This design comes from an exercise in tuning for small area, a short achievable clock period and few clock cycles on the open sky130 flow, not from production work. Function was checked by simulation only, so behaviour that the tests miss may differ from the original. Power and IR drop assume default switching activity.

==> flow/design.v <==
module link_rx (
    input  wire        clk,
    input  wire        rst,
    input  wire        in_valid,
    output wire        in_ready,
    input  wire [7:0]  in_data,
    input  wire        cmd_valid,
    output wire        cmd_ready,
    input  wire [7:0]  cmd_op,
    input  wire [7:0]  cmd_id,
    input  wire [31:0] cmd_region,
    input  wire [7:0]  cmd_size,
    output reg         rsp_valid,
    output reg         rsp_bool,
    output reg  [7:0]  rsp_val,
    output wire        mem_valid,
    input  wire        mem_ready,
    output wire [31:0] mem_addr,
    output wire [7:0]  mem_data
);
    localparam [7:0] MAGIC0      = 8'h55;
    localparam [7:0] MAGIC1      = 8'hAA;
    localparam [7:0] MAX_PAYLOAD = 8'd57;
    localparam [7:0] MAX_ITEM    = 8'd56;
    localparam [7:0] OP_BIND  = 8'h01;
    localparam [7:0] OP_ISRX  = 8'h05;
    localparam [7:0] OP_CLRX  = 8'h06;
    localparam [7:0] OP_TAKE  = 8'h07;
    localparam [7:0] OP_TAKEP = 8'h08;
    localparam [2:0] R_IDLE = 3'd0;    
    localparam [2:0] R_AA   = 3'd1;    
    localparam [2:0] R_ID   = 3'd2;    
    localparam [2:0] R_LS   = 3'd3;    
    localparam [2:0] R_LEN  = 3'd4;    
    localparam [2:0] R_PAY  = 3'd5;    
    localparam [2:0] R_CLO  = 3'd6;    
    localparam [2:0] R_CHI  = 3'd7;    
    localparam [2:0] D_IDLE = 3'd0;    
    localparam [2:0] D_TYPE = 3'd1;    
    localparam [2:0] D_CHK  = 3'd2;    
    localparam [2:0] D_DATA = 3'd3;    
    localparam [2:0] C_LOOK = 3'd4;    
    localparam [2:0] C_ACT  = 3'd5;    
    localparam [2:0] C_SCAN = 3'd6;    
    reg [7:0]  slot_used;
    reg [7:0]  slot_recv;
    reg [7:0]  slot_id     [0:7];
    reg [31:0] slot_region [0:7];
    reg [5:0]  slot_size   [0:7];
    reg [7:0]  buf_e [0:31];
    reg [7:0]  buf_o [0:31];
    reg [5:0]  wr_ptr;          
    reg [5:0]  cm_ptr;          
    reg [5:0]  rd_ptr;          
    reg        in_ready_q;
    reg        bv;              
    reg [7:0]  bd;
    reg [2:0]  rs;
    reg [5:0]  rcnt;            
    reg [15:0] crc;
    reg [7:0]  crc_lo;
    reg [7:0]  pend_serial;
    reg [7:0]  last_serial;
    assign in_ready = in_ready_q;
    wire take = in_valid && in_ready_q;
    reg [15:0] crc_next;
    integer    i;
    always @* begin
        crc_next = ((rs == R_LEN) ? 16'h0000 : crc) ^ {8'h00, bd};
        for (i = 0; i < 8; i = i + 1)
            crc_next = crc_next[0] ? ((crc_next >> 1) ^ 16'h8408) : (crc_next >> 1);
    end
    wire len_ok   = (bd <= MAX_PAYLOAD);
    wire wr_adv   = bv && ((rs == R_LEN && len_ok) || rs == R_PAY);
    wire crc_ok   = ({bd, crc_lo} == crc);
    wire commit   = bv && (rs == R_CHI) && crc_ok;
    wire [5:0] cm_ptr_next = commit ? wr_ptr : cm_ptr;
    wire [5:0] occupancy   = wr_ptr - rd_ptr;
    always @(posedge clk) begin
        bd <= in_data;
        if (bv) begin                  
            if (wr_ptr[0]) buf_o[wr_ptr[5:1]] <= bd;
            else           buf_e[wr_ptr[5:1]] <= bd;
        end
    end
    always @(posedge clk) begin
        if (rst) begin
            bv          <= 1'b0;
            in_ready_q  <= 1'b1;
            rs          <= R_IDLE;
            wr_ptr      <= 6'd0;
            cm_ptr      <= 6'd0;
            last_serial <= 8'd0;
        end else begin
            bv         <= take;
            in_ready_q <= (occupancy <= 6'd60);
            if (wr_adv)
                wr_ptr <= wr_ptr + 6'd1;
            if (bv) begin
                case (rs)
                    R_IDLE: if (bd == MAGIC0) rs <= R_AA;
                    R_AA: begin
                        if (bd == MAGIC1)      rs <= R_ID;
                        else if (bd != MAGIC0) rs <= R_IDLE;
                    end
                    R_ID: begin
                        pend_serial <= bd;
                        rs          <= R_LS;
                    end
                    R_LS: rs <= R_LEN;
                    R_LEN: begin
                        crc  <= crc_next;
                        rcnt <= bd[5:0];
                        if (!len_ok)
                            rs <= R_IDLE;             
                        else if (bd == 8'd0)
                            rs <= R_CLO;
                        else
                            rs <= R_PAY;
                    end
                    R_PAY: begin
                        crc  <= crc_next;
                        rcnt <= rcnt - 6'd1;
                        if (rcnt == 6'd1)
                            rs <= R_CLO;
                    end
                    R_CLO: begin
                        crc_lo <= bd;
                        rs     <= R_CHI;
                    end
                    default: begin                   
                        rs <= R_IDLE;
                        if (crc_ok) begin
                            cm_ptr      <= wr_ptr;
                            last_serial <= pend_serial;
                        end else begin
                            wr_ptr      <= cm_ptr;
                        end
                    end
                endcase
            end
        end
    end
    reg        cmd_ready_q;
    reg        cmd_pend;        
    reg        nr_pend;         
    reg        c_bind, c_rd, c_clr, c_takep, c_size_ok;
    reg [7:0]  c_id;
    reg [31:0] c_region;
    reg [5:0]  c_size;
    reg [5:0]  c_ptr;           
    assign cmd_ready = cmd_ready_q;
    wire cmd_take = cmd_valid && cmd_ready_q;
    wire op_reg   = (cmd_op == OP_BIND) || (cmd_op == OP_ISRX) || (cmd_op == OP_CLRX) ||
                    (cmd_op == OP_TAKE) || (cmd_op == OP_TAKEP);
    reg [2:0]  ds;
    reg [7:0]  hd;              
    reg [5:0]  fend;            
    reg [5:0]  prem;            
    reg [5:0]  dleft;           
    reg [7:0]  sel;             
    reg        hit;             
    reg        size_ok;         
    reg        size_zero;       
    reg        size_one;        
    reg        mem_valid_q;
    reg [31:0] mem_addr_q;
    reg [7:0]  mem_data_q;
    assign mem_valid = mem_valid_q;
    assign mem_addr  = mem_addr_q;
    assign mem_data  = mem_data_q;
    wire ofree = !mem_valid_q || mem_ready;
    reg  [7:0]  match, lt_rem, is_zero, is_one;
    reg  [31:0] sel_region;
    reg  [5:0]  sel_size;
    integer    j;
    always @* begin
        sel_region = 32'd0;
        sel_size   = 6'd0;
        for (j = 0; j < 8; j = j + 1) begin
            match[j]   = slot_used[j] && (slot_id[j] == hd);
            lt_rem[j]  = (slot_size[j] < prem);
            is_zero[j] = (slot_size[j] == 6'd0);
            is_one[j]  = (slot_size[j] == 6'd1);
            if (sel[j]) begin
                sel_region = sel_region | slot_region[j];
                sel_size   = sel_size   | slot_size[j];
            end
        end
    end
    wire sel_recv = |(sel & slot_recv);
    wire sel_used = |(sel & slot_used);
    reg [7:0] free_oh;
    integer   k;
    always @* begin
        free_oh = 8'd0;
        for (k = 7; k >= 0; k = k - 1)
            if (!slot_used[k]) free_oh = 8'd1 << k;
    end
    wire cmd_go      = cmd_pend && (rd_ptr == c_ptr);
    wire frame_go    = (rd_ptr != cm_ptr);
    wire stop        = !(hit && size_ok);
    wire region_zero = (c_region == 32'd0);
    wire bind_ok     = c_size_ok &&
                       !((&c_region[31:6]) && ({1'b0, c_region[5:0]} + {1'b0, c_size} > 7'd64));
    wire scan_hit    = sel_used && (sel_region == c_region);
    wire jump = (ds == D_CHK) && stop;
    wire adv  = ((ds == D_IDLE) && !cmd_go && frame_go) ||
                (ds == D_TYPE) ||
                ((ds == D_CHK) && !stop && !size_zero && ofree) ||
                ((ds == D_DATA) && ofree);
    wire [5:0] rp1    = rd_ptr + 6'd1;
    wire [4:0] e_addr = jump ? fend[5:1] : rp1[5:1];
    wire [4:0] o_addr = jump ? fend[5:1] : rd_ptr[5:1];
    wire       odd    = jump ? fend[0] : (rd_ptr[0] ^ adv);
    wire [7:0] e_data = buf_e[e_addr];
    wire [7:0] o_data = buf_o[o_addr];
    wire       load_cid = (ds == D_IDLE) && cmd_go && !c_takep;
    always @(posedge clk) begin
        if (load_cid)
            hd <= c_id;
        else
            hd <= odd ? o_data : e_data;
    end
    always @(posedge clk) begin
        if (rst) begin
            ds          <= D_IDLE;
            rd_ptr      <= 6'd0;
            mem_valid_q <= 1'b0;
            slot_used   <= 8'd0;
            slot_recv   <= 8'd0;
            cmd_ready_q <= 1'b1;
            cmd_pend    <= 1'b0;
            nr_pend     <= 1'b0;
            rsp_valid   <= 1'b0;
        end else begin
            rsp_valid <= 1'b0;
            if (mem_ready)
                mem_valid_q <= 1'b0;
            if (jump)
                rd_ptr <= fend;
            else if (adv)
                rd_ptr <= rp1;
            nr_pend <= cmd_take && !op_reg;
            if (nr_pend) begin
                rsp_valid <= 1'b1;
                rsp_val   <= last_serial;
            end
            if (cmd_take) begin
                c_bind    <= (cmd_op == OP_BIND);
                c_rd      <= (cmd_op == OP_ISRX) || (cmd_op == OP_TAKE);
                c_clr     <= (cmd_op == OP_CLRX) || (cmd_op == OP_TAKE);
                c_takep   <= (cmd_op == OP_TAKEP);
                c_id      <= cmd_id;
                c_region  <= cmd_region;
                c_size    <= cmd_size[5:0];
                c_size_ok <= (cmd_size <= MAX_ITEM);
                c_ptr     <= cm_ptr_next;
                if (op_reg) begin
                    cmd_pend    <= 1'b1;
                    cmd_ready_q <= 1'b0;
                end
            end
            case (ds)
                D_IDLE: begin
                    if (cmd_go) begin
                        if (c_takep) begin
                            sel <= 8'd1;
                            ds  <= C_SCAN;
                        end else begin
                            ds  <= C_LOOK;
                        end
                    end else if (frame_go) begin
                        prem <= hd[5:0];
                        fend <= rp1 + hd[5:0];
                        if (hd[5:0] != 6'd0)
                            ds <= D_TYPE;
                    end
                end
                D_TYPE: begin
                    sel       <= match;
                    hit       <= |match;
                    size_ok   <= |(match & lt_rem);
                    size_zero <= |(match & is_zero);
                    size_one  <= |(match & is_one);
                    prem      <= prem - 6'd1;
                    ds        <= D_CHK;
                end
                D_CHK: begin
                    if (stop) begin
                        ds <= D_IDLE;                       
                    end else if (size_zero) begin
                        slot_recv <= slot_recv | sel;
                        ds        <= (prem == 6'd0) ? D_IDLE : D_TYPE;
                    end else if (ofree) begin
                        mem_valid_q <= 1'b1;
                        mem_addr_q  <= sel_region;
                        mem_data_q  <= hd;
                        prem        <= prem - 6'd1;
                        dleft       <= sel_size - 6'd1;
                        if (size_one) begin
                            slot_recv <= slot_recv | sel;
                            ds        <= (prem == 6'd1) ? D_IDLE : D_TYPE;
                        end else begin
                            ds        <= D_DATA;
                        end
                    end
                end
                D_DATA: begin
                    if (ofree) begin
                        mem_valid_q <= 1'b1;
                        mem_addr_q  <= mem_addr_q + 32'd1;
                        mem_data_q  <= hd;
                        prem        <= prem - 6'd1;
                        dleft       <= dleft - 6'd1;
                        if (dleft == 6'd1) begin
                            slot_recv <= slot_recv | sel;
                            ds        <= (prem == 6'd1) ? D_IDLE : D_TYPE;
                        end
                    end
                end
                C_LOOK: begin
                    sel         <= match;
                    hit         <= |match;
                    cmd_ready_q <= 1'b1;        
                    ds          <= C_ACT;
                end
                C_ACT: begin
                    cmd_pend  <= cmd_take && op_reg;
                    rsp_valid <= 1'b1;
                    rsp_bool  <= hit && sel_recv;
                    ds        <= D_IDLE;
                    if (c_bind) begin
                        if (region_zero) begin
                            if (hit) begin
                                slot_used <= slot_used & ~sel;
                                slot_recv <= slot_recv & ~sel;
                            end
                        end else if (bind_ok) begin
                            for (j = 0; j < 8; j = j + 1)
                                if (hit ? sel[j] : free_oh[j]) begin
                                    slot_id[j]     <= c_id;
                                    slot_region[j] <= c_region;
                                    slot_size[j]   <= c_size;
                                end
                            slot_used <= slot_used | (hit ? sel : free_oh);
                            slot_recv <= slot_recv & ~(hit ? sel : free_oh);
                        end
                    end
                    if (c_clr && hit)
                        slot_recv <= slot_recv & ~sel;
                end
                C_SCAN: begin
                    if (scan_hit || sel[7]) begin
                        cmd_pend    <= 1'b0;
                        cmd_ready_q <= 1'b1;
                        rsp_valid   <= 1'b1;
                        rsp_bool    <= scan_hit && sel_recv;
                        ds          <= D_IDLE;
                        if (scan_hit)
                            slot_recv <= slot_recv & ~sel;
                    end else begin
                        sel <= sel << 1;
                    end
                end
                default: ds <= D_IDLE;
            endcase
        end
    end
endmodule
export LEC_CHECK = 0
export ABC_CLOCK_PERIOD_IN_PS = 2500
export CAP_MARGIN = 20
export CORE_MARGIN = 2
export CORE_UTILIZATION = 40
export PLACE_DENSITY = 0.6
export SETUP_SLACK_MARGIN = 4.7
export SLEW_MARGIN = 20
export TNS_END_PERCENT = 100
create_clock -name core_clock -period 7.5 [get_ports {clk}]
run.sh (not shown) runs the stock make flow with config.mk's settings and CLKGATE_MAP_FILE= SYNTH_SCRIPT=/design/flow/synth_recipe.tcl, a recipe that flattens the netlist after the stock synthesis.
Testbench counts at the start, summed over its fixed seeds: cycles 33,208.
Change:
--- a/flow/design.v
+++ b/flow/design.v
@@ -142,11 +142,11 @@
         end
     end
     reg        cmd_ready_q;
     reg        cmd_pend;        
     reg        nr_pend;         
-    reg        c_bind, c_rd, c_clr, c_takep, c_size_ok;
+    reg        c_bind, c_clr, c_takep, c_size_ok;
     reg [7:0]  c_id;
     reg [31:0] c_region;
     reg [5:0]  c_size;
     reg [5:0]  c_ptr;           
     assign cmd_ready = cmd_ready_q;
@@ -161,10 +161,11 @@
     reg [7:0]  sel;             
     reg        hit;             
     reg        size_ok;         
     reg        size_zero;       
     reg        size_one;        
+    reg        do_bind, do_unbind, do_clr;
     reg        mem_valid_q;
     reg [31:0] mem_addr_q;
     reg [7:0]  mem_data_q;
     assign mem_valid = mem_valid_q;
     assign mem_addr  = mem_addr_q;
@@ -246,11 +247,10 @@
                 rsp_valid <= 1'b1;
                 rsp_val   <= last_serial;
             end
             if (cmd_take) begin
                 c_bind    <= (cmd_op == OP_BIND);
-                c_rd      <= (cmd_op == OP_ISRX) || (cmd_op == OP_TAKE);
                 c_clr     <= (cmd_op == OP_CLRX) || (cmd_op == OP_TAKE);
                 c_takep   <= (cmd_op == OP_TAKEP);
                 c_id      <= cmd_id;
                 c_region  <= cmd_region;
                 c_size    <= cmd_size[5:0];
@@ -318,38 +318,35 @@
                             ds        <= (prem == 6'd1) ? D_IDLE : D_TYPE;
                         end
                     end
                 end
                 C_LOOK: begin
-                    sel         <= match;
+                    sel         <= (|match) ? match : free_oh;
                     hit         <= |match;
+                    do_bind     <= c_bind && !region_zero && bind_ok && ((|match) || (|free_oh));
+                    do_unbind   <= c_bind && region_zero && (|match);
+                    do_clr      <= c_clr && (|match);
                     cmd_ready_q <= 1'b1;        
                     ds          <= C_ACT;
                 end
                 C_ACT: begin
                     cmd_pend  <= cmd_take && op_reg;
                     rsp_valid <= 1'b1;
                     rsp_bool  <= hit && sel_recv;
                     ds        <= D_IDLE;
-                    if (c_bind) begin
-                        if (region_zero) begin
-                            if (hit) begin
-                                slot_used <= slot_used & ~sel;
-                                slot_recv <= slot_recv & ~sel;
+                    if (do_bind) begin
+                        for (j = 0; j < 8; j = j + 1)
+                            if (sel[j]) begin
+                                slot_id[j]     <= c_id;
+                                slot_region[j] <= c_region;
+                                slot_size[j]   <= c_size;
                             end
-                        end else if (bind_ok) begin
-                            for (j = 0; j < 8; j = j + 1)
-                                if (hit ? sel[j] : free_oh[j]) begin
-                                    slot_id[j]     <= c_id;
-                                    slot_region[j] <= c_region;
-                                    slot_size[j]   <= c_size;
-                                end
-                            slot_used <= slot_used | (hit ? sel : free_oh);
-                            slot_recv <= slot_recv & ~(hit ? sel : free_oh);
-                        end
+                        slot_used <= slot_used | sel;
                     end
-                    if (c_clr && hit)
+                    if (do_unbind)
+                        slot_used <= slot_used & ~sel;
+                    if (do_bind || do_unbind || do_clr)
                         slot_recv <= slot_recv & ~sel;
                 end
                 C_SCAN: begin
                     if (scan_hit || sel[7]) begin
                         cmd_pend    <= 1'b0;
Die area decreases by 0.95%.
Hold slack stays flat.
Cell area decreases by 2.8%.
Setup slack is about the same.
Utilization decreases by 0.78 points.
Via count fell by 3.2%.
Register-to-register slack is about the same.
Total power falls by 6.1%.
Testbench counts after the change, summed over its fixed seeds: cycles 33,208.

========
## run A
Another version of the RTL of link_rx (not shown whole).
For scale: ~3,000 cells after synthesis, ~1,100 flip-flops, roughly 120 I/O pins.
export LEC_CHECK = 0
export ABC_CLOCK_PERIOD_IN_PS = 2800
export CAP_MARGIN = 20
export CORE_MARGIN = 2
export CORE_UTILIZATION = 55
export CTS_CLUSTER_DIAMETER = 85
export CTS_CLUSTER_SIZE = 26
export PLACE_DENSITY = 0.7
export SETUP_SLACK_MARGIN = 4.7
export SLEW_MARGIN = 20
export TNS_END_PERCENT = 100
create_clock -name core_clock -period 7.5 [get_ports {clk}]
standard.sh (not shown) runs the stock make flow with config.mk's settings and CLKGATE_MAP_FILE= SYNTH_SCRIPT=/design/flow/synth_recipe.tcl, a recipe that flattens the netlist after the stock synthesis.
==> flow/flow/run.sh <==
#!/bin/bash
# The standard layout (standard.sh, the standard flow's own ORFS flow) with one change:
# the ports are buffered with sky130_fd_sc_hd__buf_4 instead of the cell
# buffer_ports picks by itself (a clkdlybuf4s50_1 delay cell). Every port
# still gets its buffer; timing repair may resize it afterwards.
set -euo pipefail
export BUFFER_PORTS_ARGS="-buffer_cell sky130_fd_sc_hd__buf_4"
bash standard.sh finish > standard.log 2>&1
Testbench counts of run A, summed over its fixed seeds: cycles 33,236.
--- input diff run A..run B ---
--- a/flow/design.v
+++ b/flow/design.v
@@ -41,22 +41,23 @@
     localparam [2:0] D_DATA = 3'd3;    
     localparam [2:0] C_LOOK = 3'd4;    
     localparam [2:0] C_ACT  = 3'd5;    
     localparam [2:0] C_SCAN = 3'd6;    
     localparam [2:0] C_SCN2 = 3'd7;    
     reg [7:0]  slot_used;
     reg [7:0]  slot_recv;
     reg [7:0]  slot_id     [0:7];
     reg [31:0] slot_region [0:7];
     reg [5:0]  slot_size   [0:7];
-    reg [7:0]  buf_e [0:31];
-    reg [7:0]  buf_o [0:31];
+    localparam [5:0] LAST = 6'd61;     
+    reg [7:0]  buf_e [0:30];
+    reg [7:0]  buf_o [0:30];
     reg [5:0]  wr_ptr;          
     reg [5:0]  cm_ptr;          
     reg [5:0]  rd_ptr;          
     reg [5:0]  rp1;             
     reg        in_ready_q;
     reg        bv;              
     reg [7:0]  bd;
     reg        bd_55, bd_aa, bd_len_ok, bd_zero;    
     reg [2:0]  rs;
     reg [5:0]  rcnt;            
@@ -72,21 +73,21 @@
     always @* begin
         crc_next = ((rs == R_LEN) ? 16'h0000 : crc) ^ {8'h00, bd};
         for (i = 0; i < 8; i = i + 1)
             crc_next = crc_next[0] ? ((crc_next >> 1) ^ 16'h8408) : (crc_next >> 1);
     end
     wire len_ok   = bd_len_ok;
     wire wr_adv   = bv && ((rs == R_LEN && len_ok) || rs == R_PAY);
     wire crc_ok   = crc_lo_ok && (bd == crc[15:8]);
     wire commit   = bv && (rs == R_CHI) && crc_ok;
     wire [5:0] cm_ptr_next = commit ? wr_ptr : cm_ptr;
-    wire [5:0] occupancy   = wr_ptr - rd_ptr;
+    wire [5:0] occupancy   = (wr_ptr >= rd_ptr) ? wr_ptr - rd_ptr : wr_ptr + 6'd62 - rd_ptr;
     always @(posedge clk) begin
         bd        <= in_data;
         bd_55     <= (in_data == MAGIC0);
         bd_aa     <= (in_data == MAGIC1);
         bd_len_ok <= (in_data <= MAX_PAYLOAD);
         bd_zero   <= (in_data == 8'd0);
         if (wr_ptr[0]) buf_o[wr_ptr[5:1]] <= bd;
         else           buf_e[wr_ptr[5:1]] <= bd;
         if (bv && rs == R_ID)
             pend_serial <= bd;
@@ -102,23 +103,23 @@
     always @(posedge clk) begin
         if (rst) begin
             bv          <= 1'b0;
             in_ready_q  <= 1'b1;
             rs          <= R_IDLE;
             wr_ptr      <= 6'd0;
             cm_ptr      <= 6'd0;
             last_serial <= 8'd0;
         end else begin
             bv         <= take;
-            in_ready_q <= (occupancy <= 6'd60);
+            in_ready_q <= (occupancy <= 6'd58);
             if (wr_adv)
-                wr_ptr <= wr_ptr + 6'd1;
+                wr_ptr <= (wr_ptr == LAST) ? 6'd0 : wr_ptr + 6'd1;
             if (bv) begin
                 case (rs)
                     R_IDLE: if (bd_55) rs <= R_AA;
                     R_AA: begin
                         if (bd_aa)       rs <= R_ID;
                         else if (!bd_55) rs <= R_IDLE;
                     end
                     R_ID:  rs <= R_LS;
                     R_LS:  rs <= R_LEN;
                     R_LEN: begin
@@ -223,33 +224,34 @@
                        !((&c_region[31:6]) && ({1'b0, c_region[5:0]} + {1'b0, c_size} > 7'd64));
     wire scan_hit    = sel_used && (sel_region == c_region);
     wire issue_first = (ds == D_CHK) && !stop && !size_zero && ofree;
     wire issue_more  = (ds == D_DATA) && ofree;
     wire issue       = issue_first || issue_more;
     wire jump = chk_stop;
     wire adv  = ((ds == D_IDLE) && !cmd_go && frame_go && !hd_stale) || (ds == D_TYPE) || issue;
     wire [4:0] e_addr = rp1[5:1];
     wire [4:0] o_addr = rd_ptr[5:1];
     wire       odd    = rd_ptr[0] ^ adv;
+    wire [6:0] fend_sum = {1'b0, rp1} + {1'b0, hd[5:0]};
     wire [7:0] e_data = buf_e[e_addr];
     wire [7:0] o_data = buf_o[o_addr];
     wire       load_cid = (ds == D_IDLE) && cmd_go && !c_takep;
     wire last_first = (sel_size == 6'd1);
     wire last_more  = (dleft == 6'd1);
     always @(posedge clk) begin
         if (load_cid)
             hd <= c_id;
         else
             hd <= odd ? o_data : e_data;
         if (ds == D_IDLE) begin
             prem <= hd[5:0];
-            fend <= rp1 + hd[5:0];
+            fend <= fend_sum[6:0] > {1'b0, LAST} ? fend_sum[5:0] - 6'd62 : fend_sum[5:0];
         end else if (ds == D_TYPE || issue) begin
             prem <= prem - 6'd1;
         end
         if (ds == D_TYPE || ds == C_LOOK) begin
             sel <= (ds == C_LOOK && !(|match)) ? free_oh : match;
             hit <= |match;
         end else if (ds == D_IDLE) begin
             sel <= 8'd1;
         end else if (ds == C_SCN2) begin
             sel <= sel << 1;
@@ -298,24 +300,24 @@
         end else begin
             rsp_valid <= 1'b0;
             chk_stop  <= (ds == D_TYPE) && !((|match) && (|(match & lt_rem)));
             if (issue)
                 mem_valid_q <= 1'b1;
             else if (mem_ready)
                 mem_valid_q <= 1'b0;
             hd_stale <= jump;
             if (jump) begin
                 rd_ptr <= fend;
-                rp1    <= fend + 6'd1;
+                rp1    <= (fend == LAST) ? 6'd0 : fend + 6'd1;
             end else if (adv) begin
                 rd_ptr <= rp1;
-                rp1    <= rp1 + 6'd1;
+                rp1    <= (rp1 == LAST) ? 6'd0 : rp1 + 6'd1;
             end
             nr_pend <= cmd_take && !op_reg && (ds == C_ACT);
             if (nr_pend || (cmd_take && !op_reg && (ds != C_ACT)))
                 rsp_valid <= 1'b1;
             if (cmd_take && op_reg) begin
                 cmd_pend    <= 1'b1;
                 cmd_ready_q <= 1'b0;
             end
             case (ds)
                 D_IDLE: begin
Across run A and run B, the outcome is the same: a clean finish for every run. Compared with run A, in run B worst slew slack as a fraction of its limit lower; global-route wire length before repair higher; area overhead of the layout relative to synthesis higher. Looking at worst voltage drop across the vdd grid across both flows, run B is the stronger of the two, with run A trailing. Summary of run B over run A: power share of the combinational group increased 4.5 points, routed wire length shows an increase of about 1.3%. In the tables for run A and run B, number of synthesized flops with an enable pin reads higher with run A. Run B: total number of vias is 3.3% higher than what run A reported. Diff run A and run B: count of multi-input combinational gates higher in run B. Fraction of synthesized area in multiplexers of run B is on par with run A.
Testbench counts of run B, summed over its fixed seeds: cycles 33,236.

## what the ideal ports hide
The results above use ideal ports. As a check the final layouts listed here were re-extracted and re-timed, cells and wires unchanged. Step 1 assumes that a clkbuf_16 drives the clock port and a buf_2 every other input. Step 2 adds t to the input delays and takes it off the output delays; t is the mean of the earliest and latest rising clock arrival at the registers after step 1. Input paths then give back, and output paths get back, about the clock's delay inside the block. Three values: no drivers, after step 1, after step 2; two values: the first two.
run | t, ns | setup slack, ns | worst data-port slew with drivers (ns)
the first run of note 1 | 0.786 | 4.222 / 4.222 / 3.865 | 0.08
the second run of note 1 | 0.782 | 4.221 / 4.221 / 3.819 | 0.15
run A | 0.714 | 4.622 / 4.560 / 4.163 | 0.12
run B | 0.714 | 4.633 / 4.623 / 4.209 | 0.20
After both steps every run listed still meets setup and hold. The setup slack of run A, which loses most, moves by -0.062 ns with the drivers and by -0.459 ns with both steps.
